Background: an optimization exercise with open tools, aiming at small area, a short achievable clock period and few clock cycles per item. Do not read the settings as production practice.
In this exercise RTL edits were held to simulation tests only and were not proved equivalent to the original.
Power is estimated from default activity; no workload was simulated.

==> flow/design.v <==
module spsws_cal (
    input  wire        clk,
    input  wire        rst,           
    input  wire        start,         
    output wire        ready,
    input  wire [31:0] f0_eff,        
    input  wire [31:0] fh_eff,        
    input  wire [31:0] fl_eff,        
    input  wire [31:0] symbol_us,     
    input  wire [31:0] ramp_us,       
    input  wire [7:0]  pwr_min,       
    input  wire [7:0]  pwr_max,       
    output reg         done,          
    output reg  [2:0]  fail_check,    
    output wire [31:0] shift_dur,
    output wire [31:0] idle,
    output wire [31:0] t1,
    output wire [31:0] t2,
    output wire [31:0] t3,
    output wire [31:0] t4,
    output wire [31:0] period,
    output wire [31:0] edge_step,
    output wire [31:0] bit_step
);
    localparam [18:0] DWELL_NUM = 19'd500000;
    localparam [1:0] S_IDLE = 2'd0,
                     S_DIV  = 2'd1,
                     S_POST = 2'd2;
    reg [1:0] state;
    wire st_idle = (state == S_IDLE);
    wire st_div  = (state == S_DIV);
    wire st_post = (state == S_POST);
    assign ready = st_idle;
    reg [18:0] o_sd;
    reg [31:0] o_t1, o_t2, o_t3, o_t4, o_per, o_es, o_bs;
    assign shift_dur = {13'd0, o_sd};
    assign idle      = o_t1;
    assign t1        = o_t1;
    assign t2        = o_t2;
    assign t3        = o_t3;
    assign t4        = o_t4;
    assign period    = o_per;
    assign edge_step = o_es;
    assign bit_step  = o_bs;
    function [2:0] dw_cycles(input [18:0] d);
        begin
            if      (d[18:15] != 4'd0) dw_cycles = 3'd1;
            else if (d[14:11] != 4'd0) dw_cycles = 3'd2;
            else if (d[10:7]  != 4'd0) dw_cycles = 3'd3;
            else if (d[6:3]   != 4'd0) dw_cycles = 3'd4;
            else                       dw_cycles = 3'd5;
        end
    endfunction
    function [18:0] dw_rem0(input [2:0] c);
        begin
            case (c)
                3'd1:    dw_rem0 = 19'd31250;
                3'd2:    dw_rem0 = 19'd1953;
                3'd3:    dw_rem0 = 19'd122;
                3'd4:    dw_rem0 = 19'd7;
                default: dw_rem0 = 19'd0;
            endcase
        end
    endfunction
    function [3:0] dw_nb(input [2:0] c);
        reg [23:0] n;
        begin
            n = {5'd0, DWELL_NUM};
            case (c)
                3'd1:    dw_nb = n[3:0];
                3'd2:    dw_nb = n[7:4];
                3'd3:    dw_nb = n[11:8];
                3'd4:    dw_nb = n[15:12];
                3'd5:    dw_nb = n[19:16];
                default: dw_nb = 4'd0;
            endcase
        end
    endfunction
    function [20:0] dw_digit(input [18:0] rem, input [1:0] nb,
                             input [18:0] d, input [20:0] d3);
        reg [20:0] x;
        reg [21:0] s1, s2, s3;
        begin
            x  = {rem, nb};
            s1 = {1'b0, x} - {3'd0, d};
            s2 = {1'b0, x} - {2'd0, d, 1'b0};
            s3 = {1'b0, x} - {1'b0, d3};
            if (!s3[21])      dw_digit = {2'd3, s3[18:0]};
            else if (!s2[21]) dw_digit = {2'd2, s2[18:0]};
            else if (!s1[21]) dw_digit = {2'd1, s1[18:0]};
            else              dw_digit = {2'd0, x[18:0]};
        end
    endfunction
    function [22:0] dw_cycle(input [18:0] rem, input [3:0] nb,
                             input [18:0] d, input [20:0] d3);
        reg [20:0] a, b;
        begin
            a = dw_digit(rem, nb[3:2], d, d3);
            b = dw_digit(a[18:0], nb[1:0], d, d3);
            dw_cycle = {a[20:19], b[20:19], b[18:0]};
        end
    endfunction
    function [9:0] rg_digit(input [7:0] rem, input [1:0] xb,
                            input [8:0] r, input [9:0] r3);
        reg [9:0]  x;
        reg [10:0] s1, s2, s3;
        begin
            x  = {rem, xb};
            s1 = {1'b0, x} - {2'd0, r};
            s2 = {1'b0, x} - {1'b0, r, 1'b0};
            s3 = {1'b0, x} - {1'b0, r3};
            if (!s3[10])      rg_digit = {2'd3, s3[7:0]};
            else if (!s2[10]) rg_digit = {2'd2, s2[7:0]};
            else if (!s1[10]) rg_digit = {2'd1, s1[7:0]};
            else              rg_digit = {2'd0, x[7:0]};
        end
    endfunction
    function [39:0] rg_cycle(input [7:0] rem, input [31:0] x,
                             input [8:0] r, input [9:0] r3);
        reg [9:0] a, b;
        begin
            a = rg_digit(rem, x[31:30], r, r3);
            b = rg_digit(a[7:0], x[29:28], r, r3);
            rg_cycle = {b[7:0], x[27:0], a[9:8], b[9:8]};
        end
    endfunction
    wire [32:0] dh_full = {1'b0, fh_eff} - {1'b0, f0_eff};
    wire [32:0] dl_full = {1'b0, f0_eff} - {1'b0, fl_eff};
    wire [20:0] dh3_in  = {fh_eff[19:0], 1'b0} + fh_eff[20:0]
                        - {f0_eff[19:0], 1'b0} - f0_eff[20:0];
    wire [20:0] dl3_in  = {f0_eff[19:0], 1'b0} + f0_eff[20:0]
                        - {fl_eff[19:0], 1'b0} - fl_eff[20:0];
    wire        dh_big_in = |dh_full[31:19];
    wire        dl_big_in = |dl_full[31:19];
    wire        ok1_in  = ~dh_full[32] & (|dh_full[31:0]) &
                          ~dl_full[32] & (|dl_full[31:0]);
    wire [2:0]  ch_in   = dh_big_in ? 3'd1 : dw_cycles(dh_full[18:0]);
    wire [2:0]  cl_in   = dl_big_in ? 3'd1 : dw_cycles(dl_full[18:0]);
    wire [18:0] dh_in   = dh_big_in ? 19'h7FFFF : dh_full[18:0];
    wire [18:0] dl_in   = dl_big_in ? 19'h7FFFF : dl_full[18:0];
    wire [20:0] dh3x_in = dh_big_in ? 21'h17FFFD : dh3_in;
    wire [20:0] dl3x_in = dl_big_in ? 21'h17FFFD : dl3_in;
    wire [34:0] k1_in   = {2'd0, symbol_us, 1'b0} - {1'b0, ramp_us, 2'd0};
    wire [8:0]  rng_in  = {pwr_max[7], pwr_max} - {pwr_min[7], pwr_min} + 9'd1;
    wire [9:0]  rng3_in = {pwr_max[7], pwr_max, 1'b0} + {pwr_max[7], pwr_max[7], pwr_max}
                        - {pwr_min[7], pwr_min, 1'b0} - {pwr_min[7], pwr_min[7], pwr_min}
                        + 10'd3;
    wire        s_small = (symbol_us[31:16] == 16'd0);
    wire        r_small = (ramp_us[31:16] == 16'd0);
    wire [31:0] en_in   = symbol_us - 32'd1000;
    reg  [18:0] dh_r, dl_r;
    reg  [20:0] dh3_r, dl3_r;
    reg         ok1_r;
    reg  [22:0] k1c_r;          
    reg  [31:0] s_r;
    reg  [34:0] k1_r;           
    reg  [33:0] k4_r;           
    reg         rpos_r, c5_r;
    reg  [8:0]  rng_r;
    reg  [9:0]  rng3_r;
    always @(posedge clk) begin
        if (st_idle) begin
            dh_r   <= dh_in;
            dl_r   <= dl_in;
            dh3_r  <= dh3x_in;
            dl3_r  <= dl3x_in;
            ok1_r  <= ok1_in;
            s_r    <= symbol_us;
            k1_r   <= k1_in;
            k1c_r  <= k1_in[34] ? 23'h7FFFFF :
                      (|k1_in[33:22]) ? 23'h3FFFFF : k1_in[22:0];
            k4_r   <= {1'b0, symbol_us, 1'b0} + {ramp_us, 2'd0};
            rpos_r <= |ramp_us;
            c5_r   <= (ramp_us >= {23'd0, rng_in});
            rng_r  <= rng_in;
            rng3_r <= rng3_in;
        end
    end
    reg [18:0] remh, reml;
    reg [18:0] qh, ql;
    reg [3:0]  nbh, nbl;
    reg [2:0]  ch, cl;           
    reg [31:0] xe, xb;           
    reg [7:0]  re, rb;
    reg [3:0]  ke, kb;           
    wire [22:0] sh = dw_cycle(remh, nbh, dh_r, dh3_r);
    wire [22:0] sl = dw_cycle(reml, nbl, dl_r, dl3_r);
    wire [39:0] se = rg_cycle(re, xe, rng_r, rng3_r);
    wire [39:0] sb = rg_cycle(rb, xb, rng_r, rng3_r);
    wire [31:0] es_fin = (ke != 4'd0) ? se[31:0] : xe;
    wire [31:0] bs_fin = (kb != 4'd0) ? sb[31:0] : xb;
    always @(posedge clk) begin
        if (st_idle) begin
            remh <= dw_rem0(ch_in);
            reml <= dw_rem0(cl_in);
            nbh  <= dw_nb(ch_in);
            nbl  <= dw_nb(cl_in);
            ch   <= ch_in;
            cl   <= cl_in;
            qh   <= 19'd0;
            ql   <= 19'd0;
            xe   <= s_small ? {en_in[15:0], 16'd0} : en_in;
            ke   <= s_small ? 4'd4 : 4'd8;
            xb   <= r_small ? {ramp_us[15:0], 16'd0} : ramp_us;
            kb   <= r_small ? 4'd4 : 4'd8;
            re   <= 8'd0;
            rb   <= 8'd0;
        end else if (st_div) begin
            c4 <= (s_r >= {23'd0, rng_r} + 32'd1000);
            if (ch != 3'd0) begin
                remh <= sh[18:0];
                qh   <= {qh[14:0], sh[22:19]};
                nbh  <= dw_nb(ch - 3'd1);
                ch   <= ch - 3'd1;
            end
            if (cl != 3'd0) begin
                reml <= sl[18:0];
                ql   <= {ql[14:0], sl[22:19]};
                nbl  <= dw_nb(cl - 3'd1);
                cl   <= cl - 3'd1;
            end
            if (ke != 4'd0) begin
                {re, xe} <= se;
                ke <= ke - 4'd1;
            end
            if (kb != 4'd0) begin
                {rb, xb} <= sb;
                kb <= kb - 4'd1;
            end
        end
    end
    wire [18:0] qh_e = qh;
    wire [18:0] ql_e = ql;
    wire [19:0] sig  = {1'b0, qh_e} + {1'b0, ql_e};
    wire        xo   = s_r[0] ^ qh_e[0];
    wire        yo   = s_r[0] ^ ql_e[0];
    wire        so   = qh_e[0] ^ ql_e[0];
    wire [21:0] u    = {2'd0, sig} + {21'd0, xo} + {21'd0, yo};
    wire signed [22:0] v = $signed({3'd0, sig}) - $signed({21'd0, so, 1'b0})
                         - $signed({22'd0, xo}) - $signed({22'd0, yo});
        wire [33:0] a1 = k1_r[33:0] - {12'd0, u};
    wire [33:0] a2 = {1'b0, s_r, 1'b0} - {12'd0, u};
    wire [33:0] a3 = {1'b0, s_r, 1'b0} + {{11{v[22]}}, v};
    wire [33:0] a4 = k4_r + {{11{v[22]}}, v};
    wire signed [24:0] k1cs = {{2{k1c_r[22]}}, k1c_r};
    wire signed [24:0] c_t1 = k1cs - 25'sd4 - $signed({6'd0, qh_e}) - $signed({6'd0, ql_e})
                            - $signed({24'd0, xo}) - $signed({24'd0, yo});
    wire signed [24:0] c_t4 = $signed({6'd0, qh_e}) + $signed({6'd0, ql_e})
                            - $signed({23'd0, so, 1'b0}) - $signed({24'd0, xo})
                            - $signed({24'd0, yo}) - k1cs;
    reg  c4;
    wire chk2 = ~c_t1[24] & c_t4[24] & rpos_r & (|sig[19:1]);
    wire pass = chk2 & c4 & c5_r;
    wire dw_last = (ch <= 3'd1) && (cl <= 3'd1);
    wire rg_last = (ke <= 4'd2) && (kb <= 4'd2);
    always @(posedge clk) begin
        if (rst) begin
            state      <= S_IDLE;
            done       <= 1'b0;
            fail_check <= 3'd0;
            o_sd       <= 19'd0;
            o_t1       <= 32'd0;
            o_t2       <= 32'd0;
            o_t3       <= 32'd0;
            o_t4       <= 32'd0;
            o_per      <= 32'd0;
            o_es       <= 32'd0;
            o_bs       <= 32'd0;
        end else begin
            done <= 1'b0;
            case (state)
                S_IDLE: begin
                    if (start) state <= S_DIV;
                end
                S_DIV: begin
                    if (!ok1_r) begin
                        fail_check <= 3'd1;
                        done       <= 1'b1;
                        state      <= S_IDLE;
                    end else if (dw_last && rg_last) begin
                        state <= S_POST;
                    end
                end
                S_POST: begin
                    if (!chk2)       fail_check <= 3'd2;
                    else if (!c4)    fail_check <= 3'd4;
                    else if (!c5_r)  fail_check <= 3'd5;
                    else             fail_check <= 3'd0;
                    if (pass) begin
                        o_sd  <= sig[19:1];
                        o_t1  <= a1[33:2];
                        o_t2  <= a2[33:2];
                        o_t3  <= a3[33:2];
                        o_t4  <= a4[33:2];
                        o_per <= s_r;
                        o_es  <= es_fin;
                        o_bs  <= bs_fin;
                    end
                    done  <= 1'b1;
                    state <= S_IDLE;
                end
                default: state <= S_IDLE;
            endcase
        end
    end
endmodule
clock: 10.0 ns
lec_check: 0
cap_margin: 20
core_margin: 2
core_utilization: 40
setup_slack_margin: 3
slew_margin: 20
run.sh (not shown) runs the stock make flow with config.mk's settings and CLKGATE_MAP_FILE= SYNTH_SCRIPT=/design/flow/synth_recipe.tcl, a recipe that flattens the netlist after the stock synthesis.
Testbench counts at the start, summed over its fixed seeds: cycles 11,982, items 2,400.
Change:
--- a/flow/design.v
+++ b/flow/design.v
@@ -30,11 +30,13 @@
     wire st_idle = (state == S_IDLE);
     wire st_div  = (state == S_DIV);
     wire st_post = (state == S_POST);
     assign ready = st_idle;
     reg [18:0] o_sd;
-    reg [31:0] o_t1, o_t2, o_t3, o_t4, o_per, o_es, o_bs;
+    reg [31:0] o_t2, o_t3, o_r, o_per, o_es, o_bs;
+    wire [31:0] o_t1 = o_t2 - o_r;
+    wire [31:0] o_t4 = o_t3 + o_r;
     assign shift_dur = {13'd0, o_sd};
     assign idle      = o_t1;
     assign t1        = o_t1;
     assign t2        = o_t2;
     assign t3        = o_t3;
@@ -138,11 +140,10 @@
     wire [2:0]  cl_in   = dl_big_in ? 3'd1 : dw_cycles(dl_full[18:0]);
     wire [18:0] dh_in   = dh_big_in ? 19'h7FFFF : dh_full[18:0];
     wire [18:0] dl_in   = dl_big_in ? 19'h7FFFF : dl_full[18:0];
     wire [20:0] dh3x_in = dh_big_in ? 21'h17FFFD : dh3_in;
     wire [20:0] dl3x_in = dl_big_in ? 21'h17FFFD : dl3_in;
-    wire [34:0] k1_in   = {2'd0, symbol_us, 1'b0} - {1'b0, ramp_us, 2'd0};
     wire [8:0]  rng_in  = {pwr_max[7], pwr_max} - {pwr_min[7], pwr_min} + 9'd1;
     wire [9:0]  rng3_in = {pwr_max[7], pwr_max, 1'b0} + {pwr_max[7], pwr_max[7], pwr_max}
                         - {pwr_min[7], pwr_min, 1'b0} - {pwr_min[7], pwr_min[7], pwr_min}
                         + 10'd3;
     wire        s_small = (symbol_us[31:16] == 16'd0);
@@ -151,12 +152,11 @@
     reg  [18:0] dh_r, dl_r;
     reg  [20:0] dh3_r, dl3_r;
     reg         ok1_r;
     reg  [22:0] k1c_r;          
     reg  [31:0] s_r;
-    reg  [34:0] k1_r;           
-    reg  [33:0] k4_r;           
+    reg  [31:0] r_r;
     reg         rpos_r, c5_r;
     reg  [8:0]  rng_r;
     reg  [9:0]  rng3_r;
     always @(posedge clk) begin
         if (st_idle) begin
@@ -164,14 +164,11 @@
             dl_r   <= dl_in;
             dh3_r  <= dh3x_in;
             dl3_r  <= dl3x_in;
             ok1_r  <= ok1_in;
             s_r    <= symbol_us;
-            k1_r   <= k1_in;
-            k1c_r  <= k1_in[34] ? 23'h7FFFFF :
-                      (|k1_in[33:22]) ? 23'h3FFFFF : k1_in[22:0];
-            k4_r   <= {1'b0, symbol_us, 1'b0} + {ramp_us, 2'd0};
+            r_r    <= ramp_us;
             rpos_r <= |ramp_us;
             c5_r   <= (ramp_us >= {23'd0, rng_in});
             rng_r  <= rng_in;
             rng3_r <= rng3_in;
         end
@@ -184,10 +181,11 @@
     reg [7:0]  re, rb;
     reg [3:0]  ke, kb;           
     wire [22:0] sh = dw_cycle(remh, nbh, dh_r, dh3_r);
     wire [22:0] sl = dw_cycle(reml, nbl, dl_r, dl3_r);
     wire [39:0] se = rg_cycle(re, xe, rng_r, rng3_r);
+    wire [34:0] k1_dv = {2'd0, s_r, 1'b0} - {1'b0, r_r, 2'd0};    
     wire [39:0] sb = rg_cycle(rb, xb, rng_r, rng3_r);
     wire [31:0] es_fin = (ke != 4'd0) ? se[31:0] : xe;
     wire [31:0] bs_fin = (kb != 4'd0) ? sb[31:0] : xb;
     always @(posedge clk) begin
         if (st_idle) begin
@@ -205,10 +203,12 @@
             kb   <= r_small ? 4'd4 : 4'd8;
             re   <= 8'd0;
             rb   <= 8'd0;
         end else if (st_div) begin
             c4 <= (s_r >= {23'd0, rng_r} + 32'd1000);
+            k1c_r <= k1_dv[34] ? 23'h7FFFFF :
+                     (|k1_dv[33:22]) ? 23'h3FFFFF : k1_dv[22:0];
             if (ch != 3'd0) begin
                 remh <= sh[18:0];
                 qh   <= {qh[14:0], sh[22:19]};
                 nbh  <= dw_nb(ch - 3'd1);
                 ch   <= ch - 3'd1;
@@ -236,14 +236,12 @@
     wire        yo   = s_r[0] ^ ql_e[0];
     wire        so   = qh_e[0] ^ ql_e[0];
     wire [21:0] u    = {2'd0, sig} + {21'd0, xo} + {21'd0, yo};
     wire signed [22:0] v = $signed({3'd0, sig}) - $signed({21'd0, so, 1'b0})
                          - $signed({22'd0, xo}) - $signed({22'd0, yo});
-        wire [33:0] a1 = k1_r[33:0] - {12'd0, u};
-    wire [33:0] a2 = {1'b0, s_r, 1'b0} - {12'd0, u};
+        wire [33:0] a2 = {1'b0, s_r, 1'b0} - {12'd0, u};
     wire [33:0] a3 = {1'b0, s_r, 1'b0} + {{11{v[22]}}, v};
-    wire [33:0] a4 = k4_r + {{11{v[22]}}, v};
     wire signed [24:0] k1cs = {{2{k1c_r[22]}}, k1c_r};
     wire signed [24:0] c_t1 = k1cs - 25'sd4 - $signed({6'd0, qh_e}) - $signed({6'd0, ql_e})
                             - $signed({24'd0, xo}) - $signed({24'd0, yo});
     wire signed [24:0] c_t4 = $signed({6'd0, qh_e}) + $signed({6'd0, ql_e})
                             - $signed({23'd0, so, 1'b0}) - $signed({24'd0, xo})
@@ -257,14 +255,13 @@
         if (rst) begin
             state      <= S_IDLE;
             done       <= 1'b0;
             fail_check <= 3'd0;
             o_sd       <= 19'd0;
-            o_t1       <= 32'd0;
             o_t2       <= 32'd0;
             o_t3       <= 32'd0;
-            o_t4       <= 32'd0;
+            o_r        <= 32'd0;
             o_per      <= 32'd0;
             o_es       <= 32'd0;
             o_bs       <= 32'd0;
         end else begin
             done <= 1'b0;
@@ -286,14 +283,13 @@
                     else if (!c4)    fail_check <= 3'd4;
                     else if (!c5_r)  fail_check <= 3'd5;
                     else             fail_check <= 3'd0;
                     if (pass) begin
                         o_sd  <= sig[19:1];
-                        o_t1  <= a1[33:2];
                         o_t2  <= a2[33:2];
                         o_t3  <= a3[33:2];
-                        o_t4  <= a4[33:2];
+                        o_r   <= r_r;
                         o_per <= s_r;
                         o_es  <= es_fin;
                         o_bs  <= bs_fin;
                     end
                     done  <= 1'b1;
After rerunning: Hold slack improves by 0.016 ns. Utilization drops by 0.33 points. Non-clock buffer count is lower by 35. Clock power is lower by 8.6%. Die area went down by 5.7%. Clock skew decreases by 0.023 ns. Cell area falls by 6.3%. Sequential share of layout area decreases by 0.77 points. Area after synthesis came out lower by 5.7%. Power fell by 0.33%. Combinational power barely changes. Critical path depth came out lower by 1. Sequential power falls by about 4%.
Testbench counts after the change, summed over its fixed seeds: cycles 11,982, items 2,400.

==> port drivers added, routing unchanged <==
No port has a modelled driver above. Below, the same layouts with a new extraction and two added sets of constraints. Step 1, drivers: a clkbuf_16 drives clk and a buf_2 each remaining input, both assumed. Step 2, shift: input delay + t, output delay - t, t = (earliest + latest rising clock arrival at the registers) / 2. This alone moves slack from input paths to output paths. Slacks: no drivers / after step 1 / after step 2; pairs: no drivers / after step 1.
run	t (ns)	setup slack, ns	clock arrival spread, ns	worst slew at a driven data input, ns	pins driven straight from the clock port
the first run	0.754	3.285 / 3.285 / 2.627	0.074 / 0.074	0.20	1
the second run	0.766	3.254 / 3.181 / 2.581	0.055 / 0.054	0.17	1
After both steps every run listed still meets setup and hold. The setup slack of the second run, which loses most, moves by -0.073 ns with the drivers and by -0.673 ns with both steps.
